Source: an optimization exercise on an open RTL-to-GDS flow (aim: a short achievable clock period and few clock cycles). Production flows keep margins and buffers that such runs may drop. The RTL was checked by simulation tests, not by an equivalence proof against the original design. Power figures rest on the tool's default switching activity, not on a simulated workload.

==> flow/design.v <==
module arm_core (
    input  wire        clk,
    input  wire        rst,           
    input  wire [31:0] image_end,     
    output wire        mem_req,
    output wire        mem_we,
    output wire [11:0] mem_addr,
    output reg  [31:0] mem_wdata,
    output reg  [3:0]  mem_wstrb,
    input  wire        mem_gnt,
    input  wire [31:0] mem_rdata,
    output wire        done,
    output reg  [1:0]  fault_code,    
    output reg  [31:0] fault_addr,
    output reg  [31:0] fault_word,
    output wire [31:0] pc_out,
    output wire [3:0]  flags,         
    input  wire [3:0]  dbg_sel,
    output wire [31:0] dbg_data
);
    function [32:0] add32;
        input [31:0] a;
        input [31:0] b;
        input        cin;
        reg   [31:0] g, p, gg, pp, gn, pn;
        integer i, d;
        begin
            g  = a & b;
            p  = a ^ b;
            gg = g;
            pp = p;
            gg[0] = g[0] | (p[0] & cin);
            for (d = 1; d < 32; d = d * 2) begin
                gn = gg;
                pn = pp;
                for (i = d; i < 32; i = i + 1) begin
                    gn[i] = gg[i] | (pp[i] & gg[i-d]);
                    pn[i] = pp[i] & pp[i-d];
                end
                gg = gn;
                pp = pn;
            end
            add32[0] = p[0] ^ cin;
            for (i = 1; i < 32; i = i + 1)
                add32[i] = p[i] ^ gg[i-1];
            add32[32] = gg[31];
        end
    endfunction
    function [63:0] csa;
        input [31:0] a;
        input [31:0] b;
        input [31:0] c;
        reg   [31:0] cy;
        begin
            cy  = (a & b) | (a & c) | (b & c);
            csa = {a ^ b ^ c, cy[30:0], 1'b0};
        end
    endfunction
    function [31:0] ror32;
        input [31:0] x;
        input [4:0]  n;
        reg   [31:0] t;
        begin
            t = x;
            if (n[0]) t = {t[0],    t[31:1]};
            if (n[1]) t = {t[1:0],  t[31:2]};
            if (n[2]) t = {t[3:0],  t[31:4]};
            if (n[3]) t = {t[7:0],  t[31:8]};
            if (n[4]) t = {t[15:0], t[31:16]};
            ror32 = t;
        end
    endfunction
    reg [31:0] regs [0:14];
    reg        fN, fZ, fC, fV;
    reg [31:0] pc_r;
    reg        done_r;
    reg        done_d;
    reg [31:0] dbg_r [0:14];    
    reg [31:0] dbg_pc;
    assign done     = done_d;
    assign pc_out   = pc_r;
    assign flags    = {fN, fZ, fC, fV};
    wire [15:0] dbg_oh = 16'd1 << dbg_sel;
    reg  [31:0] dbg_mux;
    integer di;
    always @* begin
        dbg_mux = {32{dbg_oh[15]}} & dbg_pc;
        for (di = 0; di < 15; di = di + 1)
            dbg_mux = dbg_mux | ({32{dbg_oh[di]}} & dbg_r[di]);
    end
    assign dbg_data = dbg_mux;
    reg        f_req;           
    reg        f_req2;          
    reg [31:0] fpc;             
    wire       ic_hit;          
    reg        m_data;          
    reg        d_flt;           
    reg        d_we;
    reg [11:0] d_addr;
    localparam PW = 8;
    reg  [31:0] pf_addr;
    wire        pf_hit;
    wire [13:0] pf_diff  = pf_addr[13:0] - fpc[13:0];
    wire        pf_inwin = (pf_diff < 4 * PW);
    wire        pf_far   = (pf_diff > 14'd256);
    wire        dm_req   = f_req & !ic_hit;
    wire        pf_req   = !dm_req & pf_inwin & !pf_hit;
    assign mem_req  = (((dm_req | pf_req) & !m_data) | (m_data & !d_flt)) & !done_r;
    assign mem_we   = m_data & d_we;
    assign mem_addr = m_data ? d_addr : (dm_req ? fpc[13:2] : pf_addr[13:2]);
    wire f_acc  = dm_req & !m_data & mem_gnt;
    wire pf_acc = pf_req & !m_data & mem_gnt;
    wire d_acc = m_data & !d_flt & mem_gnt;
    reg        fv;              
    reg        arr_v;           
    reg [31:0] fv_pc;           
    reg [31:0] fv_pc4;
    reg [31:0] fv_pc8;
    reg        ld_arr;          
    reg [3:0]  ld_rd;
    reg        ld_byte;
    reg [1:0]  ld_boff;
    reg        ld_pc;           
    reg        d_load;          
    reg [3:0]  d_rd;
    reg        d_byte;
    reg [1:0]  d_boff;
    reg        d_ldpc;          
    reg        d_wb;            
    reg [3:0]  d_rn;
    reg [31:0] d_wbval;
    reg [31:0] d_old;           
    reg [31:0] d_pc;            
    reg [1:0]  d_fcode;
    reg [31:0] d_faddr;
    reg        ld_wb;           
    reg [3:0]  ld_rn;
    reg [31:0] ld_wbval;
    reg [31:0] ld_ipc;
    reg        pcwait;          
    function [4:0] predecode;    
        input [31:0] w;
        reg il, dp, mu, sd, br;
        begin
            il = 1'b0; dp = 1'b0; mu = 1'b0; sd = 1'b0; br = 1'b0;
            if (w[31:28] == 4'b1111) begin
                il = 1'b1;
            end else begin
                case (w[27:25])
                    3'b000, 3'b001: begin
                        if (!w[25] && w[7] && w[4]) begin
                            if (w[24:22] == 3'b000 && w[6:5] == 2'b00) begin
                                if (!w[21] && w[15:12] != 4'd0)
                                    il = 1'b1;
                                else if (w[19:16] == 4'd15 || w[11:8] == 4'd15 || w[3:0] == 4'd15)
                                    il = 1'b1;
                                else if (w[21] && w[15:12] == 4'd15)
                                    il = 1'b1;
                                else
                                    mu = 1'b1;
                            end else begin
                                il = 1'b1;
                            end
                        end else begin
                            if (w[24:23] == 2'b10) begin
                                if (!w[20] || w[15:12] != 4'd0) il = 1'b1;
                            end
                            if ((w[24:21] == 4'b1101 || w[24:21] == 4'b1111) && w[19:16] != 4'd0)
                                il = 1'b1;
                            if (w[15:12] == 4'd15 && w[20])
                                il = 1'b1;
                            if (!w[25] && w[4]) begin
                                if (w[15:12] == 4'd15 || w[19:16] == 4'd15 || w[11:8] == 4'd15 || w[3:0] == 4'd15)
                                    il = 1'b1;
                            end
                            dp = !il;
                        end
                    end
                    3'b010, 3'b011: begin
                        if (w[25] && w[4])
                            il = 1'b1;
                        if (!w[24] && w[21])
                            il = 1'b1;
                        if (w[15:12] == 4'd15 && !(w[20] && !w[22]))
                            il = 1'b1;
                        if ((!w[24] || w[21]) && w[19:16] == 4'd15)
                            il = 1'b1;
                        if ((!w[24] || w[21]) && w[19:16] == w[15:12])
                            il = 1'b1;
                        if (w[25] && w[3:0] == 4'd15)
                            il = 1'b1;
                        sd = !il;
                    end
                    3'b101: br = 1'b1;
                    default: il = 1'b1;
                endcase
            end
            predecode = {il, dp, mu, sd, br};
        end
    endfunction
    wire [4:0]  n_dec   = predecode(mem_rdata);
    wire [32:0] n_tgt_s = add32(fv_pc8, {{6{mem_rdata[23]}}, mem_rdata[23:0], 2'b00}, 1'b0);
    wire [31:0] n_tgt   = n_tgt_s[31:0];
    wire        n_halt  = (fv_pc >= image_end);
    wire        n_memf  = (fv_pc[31:14] != 18'd0);
    wire        n_pred  = (mem_rdata[27:25] == 3'b101) && (mem_rdata[31:28] != 4'hF) &&
                          (mem_rdata[31:28] == 4'hE || mem_rdata[23]);
    localparam XW = 16 + 16 + 16 + 32 + 5;
    localparam QW = 32 + 32 + 32 + 32 + 32 + 5 + 3 + XW;
    function [XW-1:0] xdec;
        input [31:0] w;
        reg [31:0] imm;
        reg [4:0]  rot;
        begin
            if (w[27:26] == 2'b01)
                imm = {20'd0, w[11:0]};
            else
                imm = ror32({24'd0, w[7:0]}, {w[11:8], 1'b0});
            rot = (w[6:5] == 2'b00) ? (5'd0 - w[11:7]) : w[11:7];
            xdec = {16'd1 << w[19:16], 16'd1 << w[3:0], 16'd1 << w[11:8], imm, rot};
        end
    endfunction
    localparam QN = 4;
    reg [QW-1:0]   q [0:QN-1];
    reg [QN-1:0]   qv;
    wire [QW-1:0]  q0 = q[0];
    wire           v0 = qv[0];
    localparam IW = 32 + 5 + 1 + 32;
    reg [IW-1:0] ic_d   [0:31];
    reg [6:0]    ic_tag [0:31];
    reg [31:0]   ic_v;
    wire [4:0]    ic_ix  = fpc[6:2];
    wire [IW-1:0] ic_e   = ic_d[ic_ix];
    assign ic_hit = ic_v[ic_ix] && (ic_tag[ic_ix] == fpc[13:7]);
    assign pf_hit = ic_v[pf_addr[6:2]] && (ic_tag[pf_addr[6:2]] == pf_addr[13:7]);
    wire [31:0]  ic_word = ic_e[IW-1 -: 32];
    wire [4:0]   ic_dec  = ic_e[37:33];
    wire         ic_pred = ic_e[32];
    wire [31:0]  ic_tgt  = ic_e[31:0];
    wire [31:0]  fpc4    = fpc + 32'd4;
    wire [31:0]  fpc8    = fpc + 32'd8;
    wire         ic_halt = (fpc >= image_end);
    wire         ic_memf = (fpc[31:14] != 18'd0);
    wire [4:0]    ic2_ix   = fpc4[6:2];
    wire [IW-1:0] ic2_e    = ic_d[ic2_ix];
    wire          ic2_hit  = ic_v[ic2_ix] && (ic_tag[ic2_ix] == fpc4[13:7]);
    wire          ic2_pred = ic2_e[32];
    wire [31:0]   ic2_tgt  = ic2_e[31:0];
    wire [31:0]   fpc12    = fpc + 32'd12;
    wire [QW-1:0] n_ent = fv ? {mem_rdata, fv_pc, fv_pc4, fv_pc8, n_tgt, n_dec, n_pred, n_halt, n_memf, xdec(mem_rdata)}
                             : {ic_word, fpc, fpc4, fpc8, ic_tgt, ic_dec, ic_pred, ic_halt, ic_memf, xdec(ic_word)};
    wire [31:0]   rt      = e_pred ? e_pc4 : e_tgt;
    wire [4:0]    rt_ix   = rt[6:2];
    wire [IW-1:0] rt_e    = ic_d[rt_ix];
    wire          rt_hit  = ic_v[rt_ix] && (ic_tag[rt_ix] == rt[13:7]);
    wire [31:0]   rt4     = rt + 32'd4;
    wire [31:0]   rt8     = rt + 32'd8;
    wire          rt_pred = rt_e[32];
    wire [31:0]   rt_tgt  = rt_e[31:0];
    wire [QW-1:0] rt_ent  = {rt_e[IW-1 -: 32], rt, rt4, rt8, rt_tgt, rt_e[37:33], rt_pred,
                             (rt >= image_end), (rt[31:14] != 18'd0), xdec(rt_e[IW-1 -: 32])};
    function [QW-1:0] ent_slim;
        input [QW-1:0] e;
        begin
            ent_slim = e;
            ent_slim[QW-65 -: 64] = 64'd0;
            ent_slim[XW-1:0] = {XW{1'b0}};
        end
    endfunction
    function [QW-1:0] ent_full;
        input [QW-1:0] e;
        begin
            ent_full = e;
            ent_full[QW-65 -: 32] = e[QW-33 -: 32] + 32'd4;
            ent_full[QW-97 -: 32] = e[QW-33 -: 32] + 32'd8;
            ent_full[XW-1:0] = xdec(e[QW-1 -: 32]);
        end
    endfunction
    wire [31:0] ir      = q0[QW-1 -: 32];
    wire [31:0] e_pc    = q0[QW-33 -: 32];
    wire [31:0] e_pc4   = q0[QW-65 -: 32];
    wire [31:0] e_pc8   = q0[QW-97 -: 32];
    wire [31:0] e_tgt   = q0[QW-129 -: 32];
    wire        e_ill   = q0[XW+7];
    wire        e_isdp  = q0[XW+6];
    wire        e_ismul = q0[XW+5];
    wire        e_issdt = q0[XW+4];
    wire        e_isbr  = q0[XW+3];
    wire        e_pred  = q0[XW+2];
    wire        e_halt  = q0[XW+1];
    wire        e_memf  = q0[XW+0];
    wire [3:0] cond   = ir[31:28];
    wire [3:0] opcode = ir[24:21];
    wire       sbit   = ir[20];
    wire [3:0] f_rn   = ir[19:16];
    wire [3:0] f_rd   = ir[15:12];
    wire [3:0] f_rs   = ir[11:8];
    wire [3:0] f_rm   = ir[3:0];
    wire [4:0] shamt  = ir[11:7];
    wire [1:0] stype  = ir[6:5];
    wire [15:0] oh_rn  = q0[XW-1  -: 16];
    wire [15:0] oh_rm  = q0[XW-17 -: 16];
    wire [15:0] oh_rs  = q0[XW-33 -: 16];
    wire [31:0] e_imm  = q0[XW-49 -: 32];
    wire [4:0]  e_rot  = q0[4:0];
    reg  [31:0] rn_val, rm_val, rs_val;
    integer ri;
    always @* begin
        rn_val = {32{oh_rn[15]}} & e_pc8;
        rm_val = {32{oh_rm[15]}} & e_pc8;
        rs_val = {32{oh_rs[15]}} & e_pc8;
        for (ri = 0; ri < 15; ri = ri + 1) begin
            rn_val = rn_val | ({32{oh_rn[ri]}} & regs[ri]);
            rm_val = rm_val | ({32{oh_rm[ri]}} & regs[ri]);
            rs_val = rs_val | ({32{oh_rs[ri]}} & regs[ri]);
        end
    end
    wire [31:0] rd_val = (f_rd == 4'd15) ? e_pc8 : regs[f_rd];
    wire [3:0]  m_rd   = ir[19:16];
    wire [3:0]  m_rn   = ir[15:12];
    function cond_eval;
        input [3:0] c;
        input n, z, cf, v;
        begin
            case (c)
                4'h0: cond_eval = z;
                4'h1: cond_eval = !z;
                4'h2: cond_eval = cf;
                4'h3: cond_eval = !cf;
                4'h4: cond_eval = n;
                4'h5: cond_eval = !n;
                4'h6: cond_eval = v;
                4'h7: cond_eval = !v;
                4'h8: cond_eval = cf && !z;
                4'h9: cond_eval = !cf || z;
                4'hA: cond_eval = (n == v);
                4'hB: cond_eval = (n != v);
                4'hC: cond_eval = !z && (n == v);
                4'hD: cond_eval = z || (n != v);
                default: cond_eval = 1'b1;
            endcase
        end
    endfunction
    reg cond_pass;
    always @* begin
        case (cond)
            4'h0: cond_pass = fZ;
            4'h1: cond_pass = !fZ;
            4'h2: cond_pass = fC;
            4'h3: cond_pass = !fC;
            4'h4: cond_pass = fN;
            4'h5: cond_pass = !fN;
            4'h6: cond_pass = fV;
            4'h7: cond_pass = !fV;
            4'h8: cond_pass = fC && !fZ;
            4'h9: cond_pass = !fC || fZ;
            4'hA: cond_pass = (fN == fV);
            4'hB: cond_pass = (fN != fV);
            4'hC: cond_pass = !fZ && (fN == fV);
            4'hD: cond_pass = fZ || (fN != fV);
            default: cond_pass = 1'b1;
        endcase
    end
    reg        busy2;           
    reg [7:0]  rs_amt;          
    reg [4:0]  rs_rot;          
    reg [31:0] mul_s, mul_c;    
    reg        m2_v;            
    reg [3:0]  m2_rd;
    reg        m2_s;
    wire        reg_shift = e_isdp && !ir[25] && ir[4];
    reg  [4:0]  sh_n;           
    reg         sh_zero;        
    reg         sh_rrx;
    reg         sh_big;         
    reg         sh_rm32;        
    reg  [31:0] sh_val;
    reg         sh_c;
    always @* begin
        sh_zero = 1'b0;
        sh_rrx  = 1'b0;
        sh_big  = 1'b0;
        sh_rm32 = 1'b0;
        if (reg_shift) begin
            sh_n    = rs_amt[4:0];
            sh_zero = (rs_amt == 8'd0);
            if (stype == 2'b11)
                sh_rm32 = (rs_amt[4:0] == 5'd0) && !sh_zero;
            else
                sh_big  = (rs_amt[7:5] != 3'd0);
        end else begin
            sh_n = shamt;
            if (shamt == 5'd0) begin
                case (stype)
                    2'b00: sh_zero = 1'b1;
                    2'b11: sh_rrx  = 1'b1;
                    default: sh_big = 1'b1;    
                endcase
            end
        end
    end
    wire [4:0]  sh_rot  = reg_shift ? rs_rot : e_rot;
    wire [31:0] sh_r    = ror32(rm_val, sh_rot);
    wire [31:0] mask_r  = 32'hFFFF_FFFF >> sh_n;
    wire [31:0] mask_l  = 32'hFFFF_FFFF << sh_n;
    wire        sh_is32 = reg_shift ? (rs_amt == 8'd32) : 1'b1;
    always @* begin
        if (sh_zero) begin
            sh_val = rm_val;
            sh_c   = fC;
        end else if (sh_rrx) begin
            sh_val = {fC, rm_val[31:1]};
            sh_c   = rm_val[0];
        end else if (sh_rm32) begin
            sh_val = rm_val;
            sh_c   = rm_val[31];
        end else if (sh_big) begin
            case (stype)
                2'b00:   begin sh_val = 32'd0; sh_c = sh_is32 & rm_val[0]; end
                2'b01:   begin sh_val = 32'd0; sh_c = sh_is32 & rm_val[31]; end
                default: begin sh_val = {32{rm_val[31]}}; sh_c = rm_val[31]; end
            endcase
        end else begin
            case (stype)
                2'b00:   begin sh_val = sh_r & mask_l; sh_c = sh_r[0]; end
                2'b01:   begin sh_val = sh_r & mask_r; sh_c = sh_r[31]; end
                2'b10:   begin sh_val = (sh_r & mask_r) | ({32{rm_val[31]}} & ~mask_r); sh_c = sh_r[31]; end
                default: begin sh_val = sh_r; sh_c = sh_r[31]; end
            endcase
        end
    end
    function [33:0] shifter;
        input [31:0] x;         
        input [31:0] w;         
        input [7:0]  ra;        
        input        cin;       
        reg        rf, zero, rrx, big, rm32, is32, c;
        reg [1:0]  ty;
        reg [4:0]  n, rot;
        reg [31:0] r, mr, ml, v;
        begin
            rf   = (w[27:25] == 3'b000) && w[4];
            ty   = w[6:5];
            zero = 1'b0; rrx = 1'b0; big = 1'b0; rm32 = 1'b0; is32 = 1'b1;
            if (rf) begin
                n    = ra[4:0];
                zero = (ra == 8'd0);
                is32 = (ra == 8'd32);
                if (ty == 2'b11) rm32 = (ra[4:0] == 5'd0) && !zero;
                else             big  = (ra[7:5] != 3'd0);
            end else begin
                n = w[11:7];
                if (n == 5'd0) begin
                    case (ty)
                        2'b00:   zero = 1'b1;
                        2'b11:   rrx  = 1'b1;
                        default: big  = 1'b1;
                    endcase
                end
            end
            rot = (ty == 2'b00) ? (5'd0 - n) : n;
            r   = ror32(x, rot);
            mr  = 32'hFFFF_FFFF >> n;
            ml  = 32'hFFFF_FFFF << n;
            if (zero) begin
                v = x; c = 1'b0;
            end else if (rrx) begin
                v = {cin, x[31:1]}; c = x[0];
            end else if (rm32) begin
                v = x; c = x[31];
            end else if (big) begin
                case (ty)
                    2'b00:   begin v = 32'd0; c = is32 & x[0]; end
                    2'b01:   begin v = 32'd0; c = is32 & x[31]; end
                    default: begin v = {32{x[31]}}; c = x[31]; end
                endcase
            end else begin
                case (ty)
                    2'b00:   begin v = r & ml; c = r[0]; end
                    2'b01:   begin v = r & mr; c = r[31]; end
                    2'b10:   begin v = (r & mr) | ({32{x[31]}} & ~mr); c = r[31]; end
                    default: begin v = r; c = r[31]; end
                endcase
            end
            shifter = {zero, c, v};
        end
    endfunction
    function [33:0] shifter_imm;
        input [31:0] x;         
        input [31:0] w;         
        input [4:0]  rq;        
        input        cin;       
        reg        rf, zero, rrx, big, rm32, is32, c;
        reg [1:0]  ty;
        reg [4:0]  n, rot;
        reg [31:0] r, mr, ml, v;
        begin
            rf   = 1'b0;
            ty   = w[6:5];
            zero = 1'b0; rrx = 1'b0; big = 1'b0; rm32 = 1'b0; is32 = 1'b1;
            begin
                n = w[11:7];
                if (n == 5'd0) begin
                    case (ty)
                        2'b00:   zero = 1'b1;
                        2'b11:   rrx  = 1'b1;
                        default: big  = 1'b1;
                    endcase
                end
            end
            rot = rq;
            r   = ror32(x, rot);
            mr  = 32'hFFFF_FFFF >> n;
            ml  = 32'hFFFF_FFFF << n;
            if (zero) begin
                v = x; c = 1'b0;
            end else if (rrx) begin
                v = {cin, x[31:1]}; c = x[0];
            end else if (rm32) begin
                v = x; c = x[31];
            end else if (big) begin
                case (ty)
                    2'b00:   begin v = 32'd0; c = is32 & x[0]; end
                    2'b01:   begin v = 32'd0; c = is32 & x[31]; end
                    default: begin v = {32{x[31]}}; c = x[31]; end
                endcase
            end else begin
                case (ty)
                    2'b00:   begin v = r & ml; c = r[0]; end
                    2'b01:   begin v = r & mr; c = r[31]; end
                    2'b10:   begin v = (r & mr) | ({32{x[31]}} & ~mr); c = r[31]; end
                    default: begin v = r; c = r[31]; end
                endcase
            end
            shifter_imm = {zero, c, v};
        end
    endfunction
    wire [31:0] imm_val = e_imm;
    wire        imm_c   = (ir[11:8] == 4'd0) ? fC : imm_val[31];
    wire [31:0] op2   = ir[25] ? imm_val : sh_val;
    wire        op2_c = ir[25] ? imm_c   : sh_c;
    wire op_rev = (opcode == 4'b0011) || (opcode == 4'b0111);            
    wire op_sub = (opcode == 4'b0010) || (opcode == 4'b0110) || (opcode == 4'b1010);  
    wire op_cf  = (opcode == 4'b0101) || (opcode == 4'b0110) || (opcode == 4'b0111);  
    wire arith  = (opcode[3:2] == 2'b00 && opcode[1:0] != 2'b00 && opcode != 4'b0001) ||
                  (opcode[3:2] == 2'b01) || (opcode == 4'b1010) || (opcode == 4'b1011);
    wire [31:0] add_x   = op_rev ? op2 : rn_val;
    wire [31:0] add_y   = op_rev ? ~rn_val : (op_sub ? ~op2 : op2);
    wire        add_cin = op_cf ? fC : (op_rev | op_sub);
    wire [32:0] add_sum = add32(add_x, add_y, add_cin);
    wire        add_v   = (add_x[31] == add_y[31]) && (add_sum[31] != add_x[31]);
    reg  [31:0] alu_r;
    always @* begin
        case (opcode)
            4'b0000, 4'b1000: alu_r = rn_val & op2;
            4'b0001, 4'b1001: alu_r = rn_val ^ op2;
            4'b1100:          alu_r = rn_val | op2;
            4'b1101:          alu_r = op2;
            4'b1110:          alu_r = rn_val & ~op2;
            4'b1111:          alu_r = ~op2;
            default:          alu_r = add_sum[31:0];
        endcase
    end
    wire dp_writes = (opcode[3:2] != 2'b10);
    reg [31:0] mr0 [0:32];
    reg [31:0] mr1 [0:21];
    reg [31:0] mr2 [0:14];
    reg [31:0] mr3 [0:9];
    reg [31:0] mr4 [0:6];
    reg [31:0] mr5 [0:4];
    reg [31:0] mr6 [0:3];
    reg [31:0] mr7 [0:2];
    reg [31:0] mr8 [0:1];
    integer mi;
    always @* begin
        for (mi = 0; mi < 32; mi = mi + 1)
            mr0[mi] = rs_val[mi] ? (rm_val << mi) : 32'd0;
        mr0[32] = ir[21] ? regs[m_rn] : 32'd0;
        for (mi = 0; mi < 11; mi = mi + 1)
            {mr1[2*mi], mr1[2*mi+1]} = csa(mr0[3*mi], mr0[3*mi+1], mr0[3*mi+2]);
        for (mi = 0; mi < 7; mi = mi + 1)
            {mr2[2*mi], mr2[2*mi+1]} = csa(mr1[3*mi], mr1[3*mi+1], mr1[3*mi+2]);
        mr2[14] = mr1[21];
        for (mi = 0; mi < 5; mi = mi + 1)
            {mr3[2*mi], mr3[2*mi+1]} = csa(mr2[3*mi], mr2[3*mi+1], mr2[3*mi+2]);
        for (mi = 0; mi < 3; mi = mi + 1)
            {mr4[2*mi], mr4[2*mi+1]} = csa(mr3[3*mi], mr3[3*mi+1], mr3[3*mi+2]);
        mr4[6] = mr3[9];
        for (mi = 0; mi < 2; mi = mi + 1)
            {mr5[2*mi], mr5[2*mi+1]} = csa(mr4[3*mi], mr4[3*mi+1], mr4[3*mi+2]);
        mr5[4] = mr4[6];
        {mr6[0], mr6[1]} = csa(mr5[0], mr5[1], mr5[2]);
        mr6[2] = mr5[3];
        mr6[3] = mr5[4];
        {mr7[0], mr7[1]} = csa(mr6[0], mr6[1], mr6[2]);
        mr7[2] = mr6[3];
        {mr8[0], mr8[1]} = csa(mr7[0], mr7[1], mr7[2]);
    end
    wire [32:0] mul_sum = add32(mul_s, mul_c, 1'b0);
    wire [31:0] mul_r   = mul_sum[31:0];
    wire [31:0] sdt_off  = ir[25] ? sh_val : e_imm;
    wire [32:0] sdt_sum  = add32(rn_val, ir[23] ? sdt_off : ~sdt_off, !ir[23]);
    wire [31:0] sdt_oadr = sdt_sum[31:0];
    wire [31:0] sdt_addr = ir[24] ? sdt_oadr : rn_val;
    wire        sdt_wb   = !ir[24] || ir[21];
    wire        sdt_mis  = !ir[22] && (sdt_addr[1:0] != 2'b00);
    wire        sdt_oob  = (sdt_addr[31:14] != 18'd0);
    wire rd_rn = (e_isdp && opcode != 4'b1101 && opcode != 4'b1111) || e_issdt;
    wire rd_rm = (e_isdp && !ir[25]) || (e_issdt && ir[25]) || e_ismul;
    wire rd_rs = reg_shift || e_ismul;
    wire rd_rd = (e_issdt && !ir[20]) || (e_ismul && ir[21]);
    wire ld_hz = ld_arr && !ld_pc &&
                 ((rd_rn && f_rn == ld_rd) || (rd_rm && f_rm == ld_rd) ||
                  (rd_rs && f_rs == ld_rd) || (rd_rd && f_rd == ld_rd));
    wire smc;
    wire [3:0] wr_idx = e_ismul ? m_rd : (e_isbr ? 4'd14 : (e_issdt ? f_rn : f_rd));
    wire       wr_any = (e_isdp && dp_writes) || e_ismul || (e_isbr && ir[24]) ||
                        (e_issdt && sdt_wb);
    wire md_hz = (d_load && ((rd_rn && f_rn == d_rd) || (rd_rm && f_rm == d_rd) ||
                             (rd_rs && f_rs == d_rd) || (rd_rd && f_rd == d_rd) ||
                             (wr_any && wr_idx == d_rd)));
    wire md_ok = !d_flt && !smc && (!e_issdt || mem_gnt) && !e_halt && !e_memf && !e_ill &&
                 !(e_isdp && dp_writes && f_rd == 4'd15) && !md_hz;
    wire m2_hz = m2_v && (((rd_rn && f_rn == m2_rd) || (rd_rm && f_rm == m2_rd) ||
                           (rd_rs && f_rs == m2_rd) || (rd_rd && f_rd == m2_rd)) ||
                          (m2_s && cond != 4'hE));
    wire e_ok   = v0 && (!m_data || md_ok) && !pcwait && !ld_hz && !m2_hz && !done_r;
    wire e_run  = e_ok && !e_halt && !e_memf && !e_ill && cond_pass;
    wire e_two  = reg_shift;
    wire e_first = e_run && e_two && !busy2;
    wire e_go   = e_ok && !e_first;         
    wire e_ex   = e_go && !e_halt && !e_memf && !e_ill && cond_pass;
    wire e_br_t = e_ex && e_isbr;
    wire e_dppc = e_ex && e_isdp && dp_writes && (f_rd == 4'd15);
    wire e_dppc_mis = alu_r[1:0] != 2'b00;
    wire e_sdt  = e_ex && e_issdt;
    wire e_ldpc = e_sdt && ir[20] && (f_rd == 4'd15);
    wire e_mis  = e_go && !e_halt && !e_memf && !e_ill && (e_br_t != e_pred);
    reg q_hit;
    integer qi;
    always @* begin
        q_hit = 1'b0;
        for (qi = 0; qi < QN; qi = qi + 1)
            if (qv[qi] && q[qi][QW-33-18 -: 12] == d_addr) q_hit = 1'b1;
    end
    assign smc = m_data && d_we && !d_flt &&
               (q_hit || (fv && fv_pc[13:2] == d_addr));
    wire [31:0] ld_word = mem_rdata;
    reg  [31:0] ld_val;
    always @* begin
        if (ld_byte) begin
            case (ld_boff)
                2'd0: ld_val = {24'd0, ld_word[7:0]};
                2'd1: ld_val = {24'd0, ld_word[15:8]};
                2'd2: ld_val = {24'd0, ld_word[23:16]};
                default: ld_val = {24'd0, ld_word[31:24]};
            endcase
        end else begin
            ld_val = ld_word;
        end
    end
    wire ldpc_done = ld_arr && ld_pc;
    wire ldpc_mis  = ld_word[1:0] != 2'b00;
    wire end_halt = e_go && e_halt;
    wire end_memf = e_go && !e_halt && e_memf;
    wire end_ill  = e_go && !e_halt && !e_memf && e_ill;
    wire end_dpal = e_dppc && e_dppc_mis;
    wire end_sdt  = m_data && d_flt;
    wire end_ldpc = ldpc_done && ldpc_mis;
    wire done_n   = end_halt || end_memf || end_ill || end_dpal || end_sdt || end_ldpc;
    wire        redir = e_mis || e_dppc || e_ldpc || smc || ldpc_done;
    reg  [31:0] redir_pc;
    always @* begin
        if (ldpc_done)       redir_pc = ld_word;
        else if (smc)        redir_pc = pc_r;
        else if (e_dppc)     redir_pc = alu_r;
        else if (e_br_t)     redir_pc = e_tgt;
        else                 redir_pc = e_pc4;
    end
    wire dpred = fv && n_pred && !redir;
    wire e_issue = e_sdt;
    wire       consume = e_go;
    wire [31:0] q1_word = q[1][QW-1 -: 32];
    wire [31:0] q1_pc   = q[1][QW-33 -: 32];
    wire [31:0] q1_pc4  = q[1][QW-65 -: 32];
    wire [31:0] q1_pc8  = q[1][QW-97 -: 32];
    wire [15:0] q1_ohn  = q[1][XW-1  -: 16];
    wire [15:0] q1_ohm  = q[1][XW-17 -: 16];
    wire [31:0] q1_imm  = q[1][XW-49 -: 32];
    wire        q1_isdp = q[1][XW+6];
    wire        q1_odd  = q[1][XW+7] || q[1][XW+2] || q[1][XW+1] || q[1][XW+0];  
    wire [3:0]  b_op    = q1_word[24:21];
    wire        b_s     = q1_word[20];
    wire [3:0]  b_rnf   = q1_word[19:16];
    wire [3:0]  b_rdf   = q1_word[15:12];
    wire [3:0]  b_rmf   = q1_word[3:0];
    wire        b_i     = q1_word[25];
    reg  [31:0] b_rn, b_rm;
    always @* begin
        b_rn = {32{q1_ohn[15]}} & q1_pc8;
        b_rm = {32{q1_ohm[15]}} & q1_pc8;
        for (ri = 0; ri < 15; ri = ri + 1) begin
            b_rn = b_rn | ({32{q1_ohn[ri]}} & regs[ri]);
            b_rm = b_rm | ({32{q1_ohm[ri]}} & regs[ri]);
        end
    end
    wire [33:0] b_sh    = shifter_imm(b_rm, q1_word, q[1][4:0], fC);
    wire [31:0] b_op2   = b_i ? q1_imm : b_sh[31:0];
    wire        b_op2c  = b_i ? ((q1_word[11:8] == 4'd0) ? fC : q1_imm[31]) : (b_sh[33] ? fC : b_sh[32]);
    wire        b_rev   = (b_op == 4'b0011) || (b_op == 4'b0111);
    wire        b_sub   = (b_op == 4'b0010) || (b_op == 4'b0110) || (b_op == 4'b1010);
    wire        b_cf    = (b_op == 4'b0101) || (b_op == 4'b0110) || (b_op == 4'b0111);
    wire        b_arith = (b_op[3:2] == 2'b00 && b_op[1:0] != 2'b00 && b_op != 4'b0001) ||
                          (b_op[3:2] == 2'b01) || (b_op == 4'b1010) || (b_op == 4'b1011);
    wire [31:0] b_x     = b_rev ? b_op2 : b_rn;
    wire [31:0] b_y     = b_rev ? ~b_rn : (b_sub ? ~b_op2 : b_op2);
    wire [32:0] b_sum   = add32(b_x, b_y, b_cf ? fC : (b_rev | b_sub));
    wire        b_v     = (b_x[31] == b_y[31]) && (b_sum[31] != b_x[31]);
    reg  [31:0] b_res;
    always @* begin
        case (b_op)
            4'b0000, 4'b1000: b_res = b_rn & b_op2;
            4'b0001, 4'b1001: b_res = b_rn ^ b_op2;
            4'b1100:          b_res = b_rn | b_op2;
            4'b1101:          b_res = b_op2;
            4'b1110:          b_res = b_rn & ~b_op2;
            4'b1111:          b_res = ~b_op2;
            default:          b_res = b_sum[31:0];
        endcase
    end
    wire        b_writes = (b_op[3:2] != 2'b10);
    wire        b_keepc  = !b_arith && (b_i ? (q1_word[11:8] == 4'd0) : b_sh[33]);
    wire        b_rrx    = !b_i && (q1_word[6:5] == 2'b11) && (q1_word[11:7] == 5'd0);
    wire        b_flrd   = (q1_word[31:28] != 4'hE) || b_cf || b_rrx || (b_s && b_keepc);
    wire        b_rd_rn  = (b_op != 4'b1101) && (b_op != 4'b1111);
    wire        b_rd_rm  = !b_i;
    function b_reads;
        input [3:0] r;
        begin
            b_reads = (b_rd_rn && b_rnf == r) || (b_rd_rm && b_rmf == r);
        end
    endfunction
    wire        h_wfl    = sbit && (e_isdp || e_ismul);
    wire        b_hz     = (wr_any && b_reads(wr_idx)) ||
                           (e_issdt && ir[20] && (b_reads(f_rd) || (b_writes && b_rdf == f_rd))) ||
                           (e_ismul && b_writes && b_rdf == m_rd) ||
                           (ld_arr && !ld_pc && b_reads(ld_rd)) ||
                           (m2_v && b_reads(m2_rd)) ||
                           (m_data && d_load && (b_reads(d_rd) || (b_writes && b_rdf == d_rd)));
    wire        b_base   = consume && qv[1] && !redir && !done_n && !q1_odd &&
                           !(e_issdt && !ir[20]);
    wire        b_cond   = cond_eval(q1_word[31:28], fN, fZ, fC, fV);
    wire        pair     = b_base && q1_isdp && !e_issdt && !(b_writes && b_rdf == 4'd15) &&
                           !(!b_i && q1_word[4]) && !b_hz &&
                           !(wr_any && b_writes && b_rdf == wr_idx) &&
                           !((h_wfl || (m2_v && m2_s)) && b_flrd) && !(e_ismul && sbit && b_s) &&
                           b_cond;
    wire        fold     = b_base && !h_wfl && !(m2_v && m2_s) && !b_cond;
    wire        co2      = pair || fold;
    wire        b_we     = pair && b_writes;
    wire [QN-1:0] qv_sh = co2 ? {2'b00, qv[QN-1:2]} : (consume ? {1'b0, qv[QN-1:1]} : qv);
    wire       ic_enq  = f_req && !fv && ic_hit && !(m_data && d_we && fpc[13:2] == d_addr) && !redir;
    wire       enq     = (fv || ic_enq) && !redir;
    wire       ic_enq2 = ic_enq && f_req2 && !ic_pred && ic2_hit &&
                         !(m_data && d_we && fpc4[13:2] == d_addr);
    wire [QW-1:0] n_ent2 = {ic2_e[IW-1 -: 32], fpc4, fpc8, fpc12, ic2_tgt, ic2_e[37:33], ic2_pred,
                            (fpc4 >= image_end), (fpc4[31:14] != 18'd0), xdec(ic2_e[IW-1 -: 32])};
    wire       r_enq   = e_mis && !e_dppc && !smc && !ldpc_done && rt_hit &&
                         !(m_data && d_we && rt[13:2] == d_addr);
    wire [QN-1:0] enq_pos = {QN{enq}} & ~qv_sh & {qv_sh[QN-2:0], 1'b1};
    wire [QN-1:0] enq_pos2 = {QN{ic_enq2}} & {enq_pos[QN-2:0], 1'b0};
    wire [QN-1:0] qv_nx   = redir ? {{(QN-1){1'b0}}, r_enq} : (qv_sh | enq_pos | enq_pos2);
    wire       fv_nx   = f_acc && !redir && !dpred;
    wire       mdata_nx = e_issue || (m_data && !d_flt && !mem_gnt);
    wire       pcwait_nx = e_ldpc ? 1'b1 : (ldpc_done ? 1'b0 : pcwait);
    wire       room    = fv_nx ? !qv_nx[QN-2] : !qv_nx[QN-1];
    wire       freq_nx = !pcwait_nx && room;
    wire       freq2_nx = !pcwait_nx && (fv_nx ? !qv_nx[QN-3] : !qv_nx[QN-2]);
    reg [31:0] fpc_nx;
    always @* begin
        if (r_enq)      fpc_nx = rt_pred ? rt_tgt : rt4;
        else if (redir) fpc_nx = redir_pc;
        else if (dpred) fpc_nx = n_tgt;
        else if (ic_enq2) fpc_nx = ic2_pred ? ic2_tgt : fpc8;
        else if (ic_enq) fpc_nx = ic_pred ? ic_tgt : fpc4;
        else if (f_acc) fpc_nx = fpc4;
        else            fpc_nx = fpc;
    end
    reg        we_e;
    reg [3:0]  we_idx;
    reg [31:0] we_val;
    always @* begin
        we_e   = 1'b0;
        we_idx = f_rd;
        we_val = alu_r;
        if (e_ex) begin
            if (e_isdp) begin
                we_e   = dp_writes && (f_rd != 4'd15);
                we_idx = f_rd;
                we_val = alu_r;
            end else if (e_isbr) begin
                we_e   = ir[24];
                we_idx = 4'd14;
                we_val = e_pc4;
            end else if (e_issdt) begin
                we_e   = sdt_wb && !e_ldpc;
                we_idx = f_rn;
                we_val = sdt_oadr;
            end
        end
    end
    wire        wl_e   = ld_arr && (ld_pc ? (ld_wb && !ldpc_mis) : 1'b1);
    wire [3:0]  wl_idx = ld_pc ? ld_rn : ld_rd;
    wire [31:0] wl_val = ld_pc ? ld_wbval : ld_val;
    wire        wb_e   = m_data && d_flt && !d_ldpc && d_wb;
    wire [3:0]  q1_rs  = q[1][QW-21 -: 4];
    wire [31:0] q1_rsv = regs[q1_rs];
    function wr_hit;            
        input [3:0] r;
        begin
            wr_hit = (we_e && we_idx == r) || (b_we && b_rdf == r) || (m2_v && m2_rd == r) ||
                     (wb_e && d_rn == r) || (wl_e && wl_idx == r);
        end
    endfunction
    function wr_pend;           
        input [3:0] r;
        begin
            wr_pend = (m_data && d_load && d_rd == r) ||
                      (e_ex && e_ismul && m_rd == r) ||
                      (e_sdt && ir[20] && f_rd == r);
        end
    endfunction
    integer i;
    reg s_b, s_e, s_m, s_wb, s_wl;
    always @(posedge clk) begin
        if (rst) begin
            done_d <= 1'b0;
            dbg_pc <= 32'd0;
            for (i = 0; i < 15; i = i + 1)
                dbg_r[i] <= 32'd0;
        end else begin
            done_d <= done_r;
            dbg_pc <= pc_r;
            for (i = 0; i < 15; i = i + 1)
                dbg_r[i] <= regs[i];
        end
    end
    always @(posedge clk) begin
        if (rst) begin
            for (i = 0; i < 15; i = i + 1)
                regs[i] <= 32'd0;
        end else begin
            for (i = 0; i < 15; i = i + 1) begin
                s_b  = b_we && b_rdf == i;
                s_e  = we_e && we_idx == i;
                s_m  = m2_v && m2_rd == i && !s_b && !s_e;
                s_wb = wb_e && d_rn == i && !s_b && !s_e && !s_m;
                s_wl = wl_e && wl_idx == i && !s_b && !s_e && !s_m && !s_wb;
                if (s_b || s_e || s_m || s_wb || s_wl)
                    regs[i] <= ({32{s_b}} & b_res) | ({32{s_e}} & we_val) | ({32{s_m}} & mul_r) |
                               ({32{s_wb}} & d_old) | ({32{s_wl}} & wl_val);
            end
        end
    end
    wire h_fl = e_ex && sbit && e_isdp;
    wire b_fl = pair && b_s;
    always @(posedge clk) begin
        if (rst) begin
            fN <= 1'b0; fZ <= 1'b0; fC <= 1'b0; fV <= 1'b0;
        end else begin
            if (b_fl) begin
                fN <= b_res[31];
                fZ <= (b_res == 32'd0);
            end else if (h_fl) begin
                fN <= alu_r[31];
                fZ <= (alu_r == 32'd0);
            end else if (m2_v && m2_s) begin
                fN <= mul_r[31];
                fZ <= (mul_r == 32'd0);
            end
            if (b_fl && (b_arith || !b_keepc))
                fC <= b_arith ? b_sum[32] : b_op2c;
            else if (h_fl)
                fC <= arith ? add_sum[32] : op2_c;
            if (b_fl && b_arith)
                fV <= b_v;
            else if (h_fl && arith)
                fV <= add_v;
        end
    end
    integer ii;
    always @(posedge clk) begin
        if (rst) begin
            ic_v <= 32'd0;
        end else begin
            for (ii = 0; ii < 32; ii = ii + 1) begin
                if (d_acc && d_we && d_addr[4:0] == ii)
                    ic_v[ii] <= 1'b0;
                else if (arr_v && fv_pc[6:2] == ii)
                    ic_v[ii] <= 1'b1;
            end
        end
    end
    always @(posedge clk) begin
        for (ii = 0; ii < 32; ii = ii + 1) begin
            if (arr_v && fv_pc[6:2] == ii) begin
                ic_d[ii]   <= {mem_rdata, n_dec, n_pred, n_tgt};
                ic_tag[ii] <= fv_pc[13:7];
            end
        end
    end
    always @(posedge clk) begin
        if (rst) begin
            busy2  <= 1'b0;
            rs_amt <= 8'd0;
            rs_rot <= 5'd0;
            mul_s  <= 32'd0;
            mul_c  <= 32'd0;
            m2_v   <= 1'b0;
            m2_rd  <= 4'd0;
            m2_s   <= 1'b0;
        end else begin
            m2_v  <= e_ex && e_ismul;
            m2_rd <= m_rd;
            m2_s  <= sbit;
            mul_s <= mr8[0];
            mul_c <= mr8[1];
            if (redir) begin
                busy2  <= 1'b0;
            end else if (consume) begin
                busy2  <= !co2 && qv[1] && !wr_hit(q1_rs) && !wr_pend(q1_rs);
                rs_amt <= q1_rsv[7:0];
                rs_rot <= (q[1][QW-26 -: 2] == 2'b00) ? (5'd0 - q1_rsv[4:0]) : q1_rsv[4:0];
            end else if (e_first) begin
                busy2  <= 1'b1;
                rs_amt <= rs_val[7:0];
                rs_rot <= (stype == 2'b00) ? (5'd0 - rs_val[4:0]) : rs_val[4:0];
            end else if (wr_hit(f_rs)) begin
                busy2  <= 1'b0;
            end
        end
    end
    always @(posedge clk) begin
        if (rst) begin
            pc_r       <= 32'd0;
            done_r     <= 1'b0;
            fault_code <= 2'd0;
            fault_addr <= 32'd0;
            fault_word <= 32'd0;
        end else begin
            if (done_n) done_r <= 1'b1;
            if (end_sdt) begin
                fault_code <= d_fcode;
                fault_addr <= d_faddr;
            end else if (end_ldpc) begin
                fault_code <= 2'd3;
                fault_addr <= ld_word;
            end else if (end_halt) begin
                fault_code <= 2'd0;
            end else if (end_memf) begin
                fault_code <= 2'd2;
                fault_addr <= e_pc;
            end else if (end_ill) begin
                fault_code <= 2'd1;
                fault_addr <= e_pc;
                fault_word <= ir;
            end else if (end_dpal) begin
                fault_code <= 2'd3;
                fault_addr <= alu_r;
            end
            if (end_sdt)
                pc_r <= d_pc;
            else if (ldpc_done && !ldpc_mis)
                pc_r <= ld_word;
            else if (e_go && !done_n) begin
                if (e_dppc)       pc_r <= alu_r;
                else if (e_br_t)  pc_r <= e_tgt;
                else if (co2)     pc_r <= q1_pc4;
                else if (!e_ldpc) pc_r <= e_pc4;
            end
        end
    end
    always @(posedge clk) begin
        if (rst) begin
            f_req     <= 1'b1;
            f_req2    <= 1'b0;
            fpc       <= 32'd0;
            m_data    <= 1'b0;
            d_flt     <= 1'b0;
            d_we      <= 1'b0;
            d_addr    <= 12'd0;
            mem_wdata <= 32'd0;
            mem_wstrb <= 4'd0;
            fv        <= 1'b0;
            arr_v     <= 1'b0;
            pf_addr   <= 32'd4;
            fv_pc     <= 32'd0;
            fv_pc4    <= 32'd4;
            fv_pc8    <= 32'd8;
            ld_arr    <= 1'b0;
            ld_rd     <= 4'd0;
            ld_byte   <= 1'b0;
            ld_boff   <= 2'd0;
            d_rd      <= 4'd0;
            d_byte    <= 1'b0;
            d_boff    <= 2'd0;
            ld_pc     <= 1'b0;
            d_load    <= 1'b0;
            d_ldpc    <= 1'b0;
            d_wb      <= 1'b0;
            d_rn      <= 4'd0;
            d_wbval   <= 32'd0;
            d_old     <= 32'd0;
            d_pc      <= 32'd0;
            d_fcode   <= 2'd0;
            d_faddr   <= 32'd0;
            ld_wb     <= 1'b0;
            ld_rn     <= 4'd0;
            ld_wbval  <= 32'd0;
            ld_ipc    <= 32'd0;
            pcwait    <= 1'b0;
            qv <= {QN{1'b0}};
            for (qi = 0; qi < QN; qi = qi + 1)
                q[qi] <= {QW{1'b0}};
        end else begin
            f_req  <= freq_nx;
            f_req2 <= freq2_nx;
            fpc    <= fpc_nx;
            fv     <= fv_nx;
            arr_v  <= f_acc || pf_acc;
            fv_pc  <= f_acc ? fpc  : pf_addr;
            fv_pc4 <= f_acc ? fpc4 : pf_addr + 32'd4;
            fv_pc8 <= f_acc ? fpc8 : pf_addr + 32'd8;
            if (pf_far)
                pf_addr <= fpc;
            else if (pf_acc || (pf_inwin && pf_hit))
                pf_addr <= pf_addr + 32'd4;
            m_data <= mdata_nx;
            pcwait <= pcwait_nx;
            ld_arr <= d_acc && d_load;
            if (d_acc) begin
                ld_rd    <= d_rd;
                ld_byte  <= d_byte;
                ld_boff  <= d_boff;
                ld_pc    <= d_ldpc;
                ld_wb    <= d_wb;
                ld_rn    <= d_rn;
                ld_wbval <= d_wbval;
            end
            if (e_issue) begin
                d_flt     <= sdt_mis || sdt_oob;
                d_fcode   <= sdt_mis ? 2'd3 : 2'd2;
                d_faddr   <= sdt_addr;
                d_pc      <= e_pc;
                d_we      <= !ir[20];
                d_addr    <= sdt_addr[13:2];
                d_load    <= ir[20];
                d_ldpc    <= e_ldpc;
                d_wb      <= sdt_wb;
                d_rn      <= f_rn;
                d_wbval   <= sdt_oadr;
                d_old     <= rn_val;
                d_rd      <= f_rd;
                d_byte    <= ir[22];
                d_boff    <= sdt_addr[1:0];
                if (ir[22]) begin
                    mem_wdata <= {4{rd_val[7:0]}};
                    mem_wstrb <= 4'b0001 << sdt_addr[1:0];
                end else begin
                    mem_wdata <= rd_val;
                    mem_wstrb <= 4'b1111;
                end
            end
            qv <= qv_nx;
            if (redir) begin
                q[0] <= rt_ent;
            end else begin
                if (enq_pos[0])
                    q[0] <= n_ent;
                else if (co2)
                    q[0] <= ent_full(q[2]);
                else if (consume)
                    q[0] <= ent_full(q[1]);
                if (enq_pos2[1])
                    q[1] <= n_ent2;
                else if (enq_pos[1])
                    q[1] <= n_ent;
                else if (co2)
                    q[1] <= ent_full(q[3]);
                else if (consume)
                    q[1] <= ent_full(q[2]);
                for (qi = 2; qi < QN; qi = qi + 1) begin
                    if (enq_pos2[qi])
                        q[qi] <= ent_slim(n_ent2);
                    else if (enq_pos[qi])
                        q[qi] <= ent_slim(n_ent);
                    else if (co2 && qi < QN - 2)
                        q[qi] <= q[qi+2];
                    else if (consume && !co2 && qi < QN - 1)
                        q[qi] <= q[qi+1];
                end
            end
        end
    end
endmodule
==> flow/flow/run.sh <==
#!/bin/bash
set -euo pipefail
bash standard.sh finish SETUP_SLACK_MARGIN=7 TNS_END_PERCENT=20 > standard_flow.log 2>&1
==> flow/standard.sh <==
#!/bin/bash
# synth_recipe.tcl (not shown) runs the flow's synth.tcl, then flattens the netlist and writes it again
# the make line also repeats each setting of config.mk as NAME=value (left out here)
make -C /OpenROAD-flow-scripts/flow DESIGN_CONFIG=/design/flow/config.mk WORK_HOME=/design/flow/orfs CLKGATE_MAP_FILE= SYNTH_SCRIPT=/design/flow/synth_recipe.tcl "${@:-finish}"
==> flow/config.mk <==
export PLATFORM = sky130hd
export DESIGN_NAME = arm_core
export DESIGN_NICKNAME = arm_core
export VERILOG_FILES = /design/flow/design.v
export SDC_FILE = /design/flow/constraint.sdc
export NUM_CORES = 4
export LEC_CHECK = 0
export CAP_MARGIN = 20
export CORE_MARGIN = 2
export CORE_UTILIZATION = 35
export PLACE_DENSITY = 0.55
export SLEW_MARGIN = 20
==> flow/constraint.sdc <==
create_clock -name core_clock -period 15.0 [get_ports {clk}]
set_input_delay 3.0000 -clock core_clock [delete_from_list [all_inputs] [get_ports {clk}]]
set_output_delay 3.0000 -clock core_clock [all_outputs]
set_load 0.01 [all_outputs]
==> results of run 1 <==
## how the worst max path moves through the flow
| stage | cells past startpoint | endpoint | from |
|---|---|---|---|
| 3_3_place_gp | 16 | q[0][229] | mem_gnt |
| 4_1_cts | 19 | mem_addr[4] | fpc[3] |
| 3_5_place_dp | 31 | regs[11][25] | q[0][64] |
| 2_1_floorplan | 33 | regs[4][30] | q[1][230] |
## Yosys cell counts (54+ instances only)
cell type,n,area share [%]
or2_2,109,0.22
a221o_1,68,0.22
xor2_1,319,0.89
ha_1,514,2.1
nor4_1,149,0.30
o211ai_1,599,1.4
a21oi_1,2131,3.4
and4_1,90,0.25
buf_1,607,0.73
nand4_1,657,1.3
inv_1,746,0.89
nand3_1,989,1.6
nand2_1,3413,4.1
nor2_1,3178,3.8
mux4_2,121,0.87
edfxtp_1,2464,24
o21a_1,54,0.13
a311oi_1,214,0.60
o21ai_0,1208,1.9
a222oi_1,413,1.3
nor3_1,769,1.2
a22o_1,1375,3.8
a22oi_1,2256,5.4
or3_1,127,0.25
a21o_1,108,0.26
clkbuf_1,3077,3.7
o21ai_1,55,0.088
o221ai_1,146,0.41
mux2i_1,645,2.1
mux2_2,170,0.61
nand2b_1,270,0.54
nor2b_1,705,1.4
xnor2_1,656,1.8
buf_2,229,0.37
dfxtp_1,2285,15
a31oi_1,286,0.57
a221oi_1,1792,5.0
o22ai_1,265,0.53
fa_1,445,2.8
a211oi_1,831,2.0
and2_1,83,0.17
and3_1,177,0.35
o31ai_1,62,0.15
## cells by family after synthesis
group                      synth area share (%)
AOI/OAI and AO/OA                         28.84
xor gates and xnor gates                  2.750
buffers and inverters                     5.741
DFF                                       38.21
and+or+nand+nor                           16.02
adders and majority gates                 4.895
muxes                                     3.545
## routing by layer
| metal | global-route usage (%) | overflow |
|---|---|---|
| met1 | 67.89 | 0 |
| met2 | 82.31 | 0 |
| met3 | 47.73 | 0 |
| met4 | 67.18 | 2 |
| met5 | 24.09 | 0 |
## power groups by stage
stage	combinational, mW	clock [mW]	sequential [mW]
after floorplan	5.35	0	14.6
after global placement	11.9	0	15.2
after detailed placement	12.0	0	15.2
after CTS	12.6	15.2	14.8
## repair_timing
action                     4_1_cts
setup buffers                  298
resized for setup              898
pin swaps                      144
hold endpoints to repair         0
cloned                          30
setup endpoints to repair     1349
==> flow_summary_export.csv, run 1 <==
group,metric,value,unit
run_status,outcome,"aborted with a tool error",
run_status,lastStage,"5_1_grt",
run_status,toolErrorMsg,"[ERROR GRT-0232] Routing congestion too high. Check the congestion heatmap in the GUI.",
synthesis,syn_inst,35640,
placement,dp_slack,4.189,ns
floorplanning,ios,256,
clock_network,cts-root-buf,"clkbuf_16",
placement,gp_congestion,1.248,
floorplanning,die_x,950.3,µm
floorplanning,start_util,35.11,%
placement,io_buffers,255,
placement,post_dp_cell_area,339800,µm²
global_routing,grt_start_max_net_pins,183,
global_routing,grt_overflow_total,2,
synthesis,yosysWarnings,15,
synthesis,ys.flop_type,"edfxtp_1",
synthesis,ys_ff_latch,4749,
clock_network,clk_path_buf_depth,4,
floorplanning,dieHeight,950.3,µm
synthesis,async_flop_share,0,%
clock_network,htree_levels,6,
clock_network,cts_sinks,4749,
placement,hpwl,2010000,µm
placement,dp_cells,46270,
synthesis,syn_nets,36670,
synthesis,yosysUniqueCellTypes,104,
global_routing,grt_usage,66.27,%
floorplanning,rows,347,
synthesis,ys_seq_area_share,38.21,%
synthesis,syn-cell-area,313400,µm²
clock_network,cts_made_buffers,589,
synthesis,syn_area_per_cell,8.794,µm²
synthesis,synth_edf_count,2464,
clock_network,cts_hold_buf,0,
Testbench counts, summed over its fixed seeds: cycles 42,436.
==> run 2: changes to the inputs <==
--- a/flow/design.v
+++ b/flow/design.v
@@ -304,7 +304,7 @@
     wire [31:0] e_imm  = q0[XW-49 -: 32];
     wire [4:0]  e_rot  = q0[4:0];
     reg  [31:0] rn_val, rm_val, rs_val;
-    integer ri;
+    integer ri, rj;
     always @* begin
         rn_val = {32{oh_rn[15]}} & e_pc8;
         rm_val = {32{oh_rm[15]}} & e_pc8;
@@ -364,7 +364,7 @@
     reg        busy2;           
     reg [7:0]  rs_amt;          
     reg [4:0]  rs_rot;          
-    reg [31:0] mul_s, mul_c;    
+    reg [31:0] mul_p [0:6];     
     reg        m2_v;            
     reg [3:0]  m2_rd;
     reg        m2_s;
@@ -571,7 +571,7 @@
     reg [31:0] mr6 [0:3];
     reg [31:0] mr7 [0:2];
     reg [31:0] mr8 [0:1];
-    integer mi;
+    integer mi, mj;
     always @* begin
         for (mi = 0; mi < 32; mi = mi + 1)
             mr0[mi] = rs_val[mi] ? (rm_val << mi) : 32'd0;
@@ -586,9 +586,11 @@
         for (mi = 0; mi < 3; mi = mi + 1)
             {mr4[2*mi], mr4[2*mi+1]} = csa(mr3[3*mi], mr3[3*mi+1], mr3[3*mi+2]);
         mr4[6] = mr3[9];
-        for (mi = 0; mi < 2; mi = mi + 1)
-            {mr5[2*mi], mr5[2*mi+1]} = csa(mr4[3*mi], mr4[3*mi+1], mr4[3*mi+2]);
-        mr5[4] = mr4[6];
+    end
+    always @* begin
+        for (mj = 0; mj < 2; mj = mj + 1)
+            {mr5[2*mj], mr5[2*mj+1]} = csa(mul_p[3*mj], mul_p[3*mj+1], mul_p[3*mj+2]);
+        mr5[4] = mul_p[6];
         {mr6[0], mr6[1]} = csa(mr5[0], mr5[1], mr5[2]);
         mr6[2] = mr5[3];
         mr6[3] = mr5[4];
@@ -596,7 +598,7 @@
         mr7[2] = mr6[3];
         {mr8[0], mr8[1]} = csa(mr7[0], mr7[1], mr7[2]);
     end
-    wire [32:0] mul_sum = add32(mul_s, mul_c, 1'b0);
+    wire [32:0] mul_sum = add32(mr8[0], mr8[1], 1'b0);
     wire [31:0] mul_r   = mul_sum[31:0];
     wire [31:0] sdt_off  = ir[25] ? sh_val : e_imm;
     wire [32:0] sdt_sum  = add32(rn_val, ir[23] ? sdt_off : ~sdt_off, !ir[23]);
@@ -637,11 +639,11 @@
     wire e_ldpc = e_sdt && ir[20] && (f_rd == 4'd15);
     wire e_mis  = e_go && !e_halt && !e_memf && !e_ill && (e_br_t != e_pred);
     reg q_hit;
-    integer qi;
+    integer qi, qh;
     always @* begin
         q_hit = 1'b0;
-        for (qi = 0; qi < QN; qi = qi + 1)
-            if (qv[qi] && q[qi][QW-33-18 -: 12] == d_addr) q_hit = 1'b1;
+        for (qh = 0; qh < QN; qh = qh + 1)
+            if (qv[qh] && q[qh][QW-33-18 -: 12] == d_addr) q_hit = 1'b1;
     end
     assign smc = m_data && d_we && !d_flt &&
                (q_hit || (fv && fv_pc[13:2] == d_addr));
@@ -699,9 +701,9 @@
     always @* begin
         b_rn = {32{q1_ohn[15]}} & q1_pc8;
         b_rm = {32{q1_ohm[15]}} & q1_pc8;
-        for (ri = 0; ri < 15; ri = ri + 1) begin
-            b_rn = b_rn | ({32{q1_ohn[ri]}} & regs[ri]);
-            b_rm = b_rm | ({32{q1_ohm[ri]}} & regs[ri]);
+        for (rj = 0; rj < 15; rj = rj + 1) begin
+            b_rn = b_rn | ({32{q1_ohn[rj]}} & regs[rj]);
+            b_rm = b_rm | ({32{q1_ohm[rj]}} & regs[rj]);
         end
     end
     wire [33:0] b_sh    = shifter_imm(b_rm, q1_word, q[1][4:0], fC);
@@ -750,7 +752,7 @@
     wire        b_base   = consume && qv[1] && !redir && !done_n && !q1_odd &&
                            !(e_issdt && !ir[20]);
     wire        b_cond   = cond_eval(q1_word[31:28], fN, fZ, fC, fV);
-    wire        pair     = b_base && q1_isdp && !e_issdt && !(b_writes && b_rdf == 4'd15) &&
+    wire        pair     = b_base && q1_isdp && !(b_writes && b_rdf == 4'd15) &&
                            !(!b_i && q1_word[4]) && !b_hz &&
                            !(wr_any && b_writes && b_rdf == wr_idx) &&
                            !((h_wfl || (m2_v && m2_s)) && b_flrd) && !(e_ismul && sbit && b_s) &&
@@ -758,6 +760,11 @@
     wire        fold     = b_base && !h_wfl && !(m2_v && m2_s) && !b_cond;
     wire        co2      = pair || fold;
     wire        b_we     = pair && b_writes;
+    reg         p_v, p_we, p_fl;
+    reg  [3:0]  p_rd;
+    reg  [31:0] p_old;
+    reg  [3:0]  p_flags;
+    wire        p_undo = p_v && m_data && d_flt;
     wire [QN-1:0] qv_sh = co2 ? {2'b00, qv[QN-1:2]} : (consume ? {1'b0, qv[QN-1:1]} : qv);
     wire       ic_enq  = f_req && !fv && ic_hit && !(m_data && d_we && fpc[13:2] == d_addr) && !redir;
     wire       enq     = (fv || ic_enq) && !redir;
@@ -830,8 +837,18 @@
                       (e_sdt && ir[20] && f_rd == r);
         end
     endfunction
-    integer i;
-    reg s_b, s_e, s_m, s_wb, s_wl;
+    integer i, im, rk;
+    reg [14:0] s_b, s_e, s_m, s_wb, s_wl, s_pu;
+    always @* begin
+        for (rk = 0; rk < 15; rk = rk + 1) begin
+            s_b[rk]  = b_we && b_rdf == rk;
+            s_e[rk]  = we_e && we_idx == rk;
+            s_m[rk]  = m2_v && m2_rd == rk && !s_b[rk] && !s_e[rk];
+            s_wb[rk] = wb_e && d_rn == rk && !s_b[rk] && !s_e[rk] && !s_m[rk];
+            s_wl[rk] = wl_e && wl_idx == rk && !s_b[rk] && !s_e[rk] && !s_m[rk] && !s_wb[rk];
+            s_pu[rk] = p_undo && p_we && p_rd == rk && !s_wb[rk];
+        end
+    end
     always @(posedge clk) begin
         if (rst) begin
             done_d <= 1'b0;
@@ -851,14 +868,10 @@
                 regs[i] <= 32'd0;
         end else begin
             for (i = 0; i < 15; i = i + 1) begin
-                s_b  = b_we && b_rdf == i;
-                s_e  = we_e && we_idx == i;
-                s_m  = m2_v && m2_rd == i && !s_b && !s_e;
-                s_wb = wb_e && d_rn == i && !s_b && !s_e && !s_m;
-                s_wl = wl_e && wl_idx == i && !s_b && !s_e && !s_m && !s_wb;
-                if (s_b || s_e || s_m || s_wb || s_wl)
-                    regs[i] <= ({32{s_b}} & b_res) | ({32{s_e}} & we_val) | ({32{s_m}} & mul_r) |
-                               ({32{s_wb}} & d_old) | ({32{s_wl}} & wl_val);
+                if (s_b[i] || s_e[i] || s_m[i] || s_wb[i] || s_wl[i] || s_pu[i])
+                    regs[i] <= ({32{s_b[i]}} & b_res) | ({32{s_e[i]}} & we_val) |
+                               ({32{s_m[i]}} & mul_r) | ({32{s_wb[i]}} & d_old) |
+                               ({32{s_wl[i]}} & wl_val) | ({32{s_pu[i]}} & p_old);
             end
         end
     end
@@ -867,6 +880,8 @@
     always @(posedge clk) begin
         if (rst) begin
             fN <= 1'b0; fZ <= 1'b0; fC <= 1'b0; fV <= 1'b0;
+        end else if (p_undo && p_fl) begin
+            {fN, fZ, fC, fV} <= p_flags;
         end else begin
             if (b_fl) begin
                 fN <= b_res[31];
@@ -888,7 +903,7 @@
                 fV <= add_v;
         end
     end
-    integer ii;
+    integer ii, ij;
     always @(posedge clk) begin
         if (rst) begin
             ic_v <= 32'd0;
@@ -902,10 +917,10 @@
         end
     end
     always @(posedge clk) begin
-        for (ii = 0; ii < 32; ii = ii + 1) begin
-            if (arr_v && fv_pc[6:2] == ii) begin
-                ic_d[ii]   <= {mem_rdata, n_dec, n_pred, n_tgt};
-                ic_tag[ii] <= fv_pc[13:7];
+        for (ij = 0; ij < 32; ij = ij + 1) begin
+            if (arr_v && fv_pc[6:2] == ij) begin
+                ic_d[ij]   <= {mem_rdata, n_dec, n_pred, n_tgt};
+                ic_tag[ij] <= fv_pc[13:7];
             end
         end
     end
@@ -914,17 +929,29 @@
             busy2  <= 1'b0;
             rs_amt <= 8'd0;
             rs_rot <= 5'd0;
-            mul_s  <= 32'd0;
-            mul_c  <= 32'd0;
+            for (im = 0; im < 7; im = im + 1)
+                mul_p[im] <= 32'd0;
             m2_v   <= 1'b0;
+            p_v     <= 1'b0;
+            p_we    <= 1'b0;
+            p_fl    <= 1'b0;
+            p_rd    <= 4'd0;
+            p_old   <= 32'd0;
+            p_flags <= 4'd0;
             m2_rd  <= 4'd0;
             m2_s   <= 1'b0;
         end else begin
             m2_v  <= e_ex && e_ismul;
+            p_v     <= pair && e_issdt;
+            p_we    <= b_we;
+            p_fl    <= b_fl;
+            p_rd    <= b_rdf;
+            p_old   <= (b_rdf == 4'd15) ? 32'd0 : regs[b_rdf];
+            p_flags <= {fN, fZ, fC, fV};
             m2_rd <= m_rd;
             m2_s  <= sbit;
-            mul_s <= mr8[0];
-            mul_c <= mr8[1];
+            for (im = 0; im < 7; im = im + 1)
+                mul_p[im] <= mr4[im];
             if (redir) begin
                 busy2  <= 1'b0;
             end else if (consume) begin
==> run 2 against run 1 <==
The flow again stops in 5_1_grt. Synthesized area is 1.3% higher. Synthesized cell count is 0.21% lower.
==> flow_summary_export.csv, run 2 <==
group,metric,value,unit
run_status,toolErrorMsg,"[ERROR GRT-0232] Routing congestion too high. Check the congestion heatmap in the GUI.",
placement,post_dp_cell_area,343800,µm²
floorplanning,ios,256,
synthesis,async_flop_share,0,%
placement,dp_cells,46130,
synthesis,syn-cell-area,317600,µm²
synthesis,ys_seq_area_share,38.49,%
synthesis,ys_top_cells_by_count,"clkbuf_1, nand2_1, a22oi_1",
synthesis,yosys.area_share.simple,14.93,%
placement,gp_congestion,1.166,
synthesis,syn_area_per_cell,8.930,µm²
synthesis,synth_mux_area_share,3.237,%
synthesis,synth_compound_area_share,30.03,%
clock_network,cts_hold_buf,0,
synthesis,synth_edf_count,2464,
clock_network,clk_path_buf_depth,5,
clock_network,cts_sinks,4874,
synthesis,syn_nets,36600,
synthesis,ys_ff_latch,4874,
clock_network,htree_levels,6,
placement,hpwl,1996000,µm
placement,io_buffers,255,
synthesis,synth_top_area_share,23.30,%
global_routing,grt_usage,67.65,%
floorplanning,start_util,35.14,%
floorplanning,dieHeight,956.6,µm
synthesis,synth_area_leaders,"edfxtp_1, dfxtp_1, a22oi_1, a221oi_1, a22o_1",
floorplanning,rows,349,
global_routing,grt_overflow_total,1,
synthesis,synth_top_family_by_area,"compound AO/OA/AOI/OAI gates",
synthesis,ys.flop_type,"edfxtp_1",
synthesis,syn_inst,35570,
clock_network,cts-root-buf,"clkbuf_16",
global_routing,grt_start_max_net_pins,182,
clock_network,cts_made_buffers,622,
synthesis,yosysWarnings,16,
synthesis,yosysUniqueCellTypes,118,
synthesis,synthAdderAreaFrac,4.836,%
synthesis,synth-xor-area-share,2.493,%
run_status,outcome,"aborted with a tool error",
run_status,lastStage,"5_1_grt",
synthesis,yosysMostFrequentCell,"clkbuf_1",
synthesis,synth_area_leader_cell,"edfxtp_1",
floorplanning,die_x,956.6,µm
run 2: cell types whose count changed after synthesis, sizes merged, moves of 168 or more:
cell	delta
a211oi	-386
a22o	+179
a22oi	+328
a221oi	+189
nand3	+168
nand2	-384
nor2	-611
a31oi	+234
run 2: repair_timing:
action,in CTS
buffers inserted,484
pin swaps,201
resized for setup,1197
endpoints found under the setup margin,1348
gates cloned,60
run 2: kinds of logic after synthesis:
group	count (synthesis)
AND/OR/NAND/NOR	10080
adder cells (fa/ha/maj)	961
buffers and inverters	4921
XOR/XNOR	904
AO/OA/AOI/OAI	12960
multiplexers	874
flip-flops	4874
run 2: worst max-delay path by stage:
stage                           from           to  slack [ns]  cells past startpoint
after floorplan               fpc[2]  mem_addr[0]        6.78                     21
after global placement     q[0][227]           fZ        2.93                     32
after detailed placement     mem_gnt    q[0][226]        3.97                     19
after CTS                 dbg_sel[1]  dbg_data[1]        6.37                     11
run 2: stage by stage:
stage,utilization [%],power (mW),setup WS [ns]
detailed placement,38.04,28.54,3.971
floorplan,-,20.61,6.780
global placement,37.98,28.51,2.926
CTS,41.58,45.26,6.374
run 2: layer usage:
layer	GRT overflow	global-route usage (%)
met1	0	69.19
met2	1	83.22
met3	0	50.17
met4	0	67.68
met5	0	27.78
run 2: power by group through the flow:
| stage | registers, mW | clock network (mW) | logic [mW] |
|---|---|---|---|
| after CTS | 15.1 | 16.2 | 14.0 |
| after detailed placement | 15.4 | 0 | 13.1 |
| after floorplan | 14.8 | 0 | 5.78 |
| after global placement | 15.4 | 0 | 13.1 |
Testbench counts of run 2, summed over its fixed seeds: cycles 41,532.
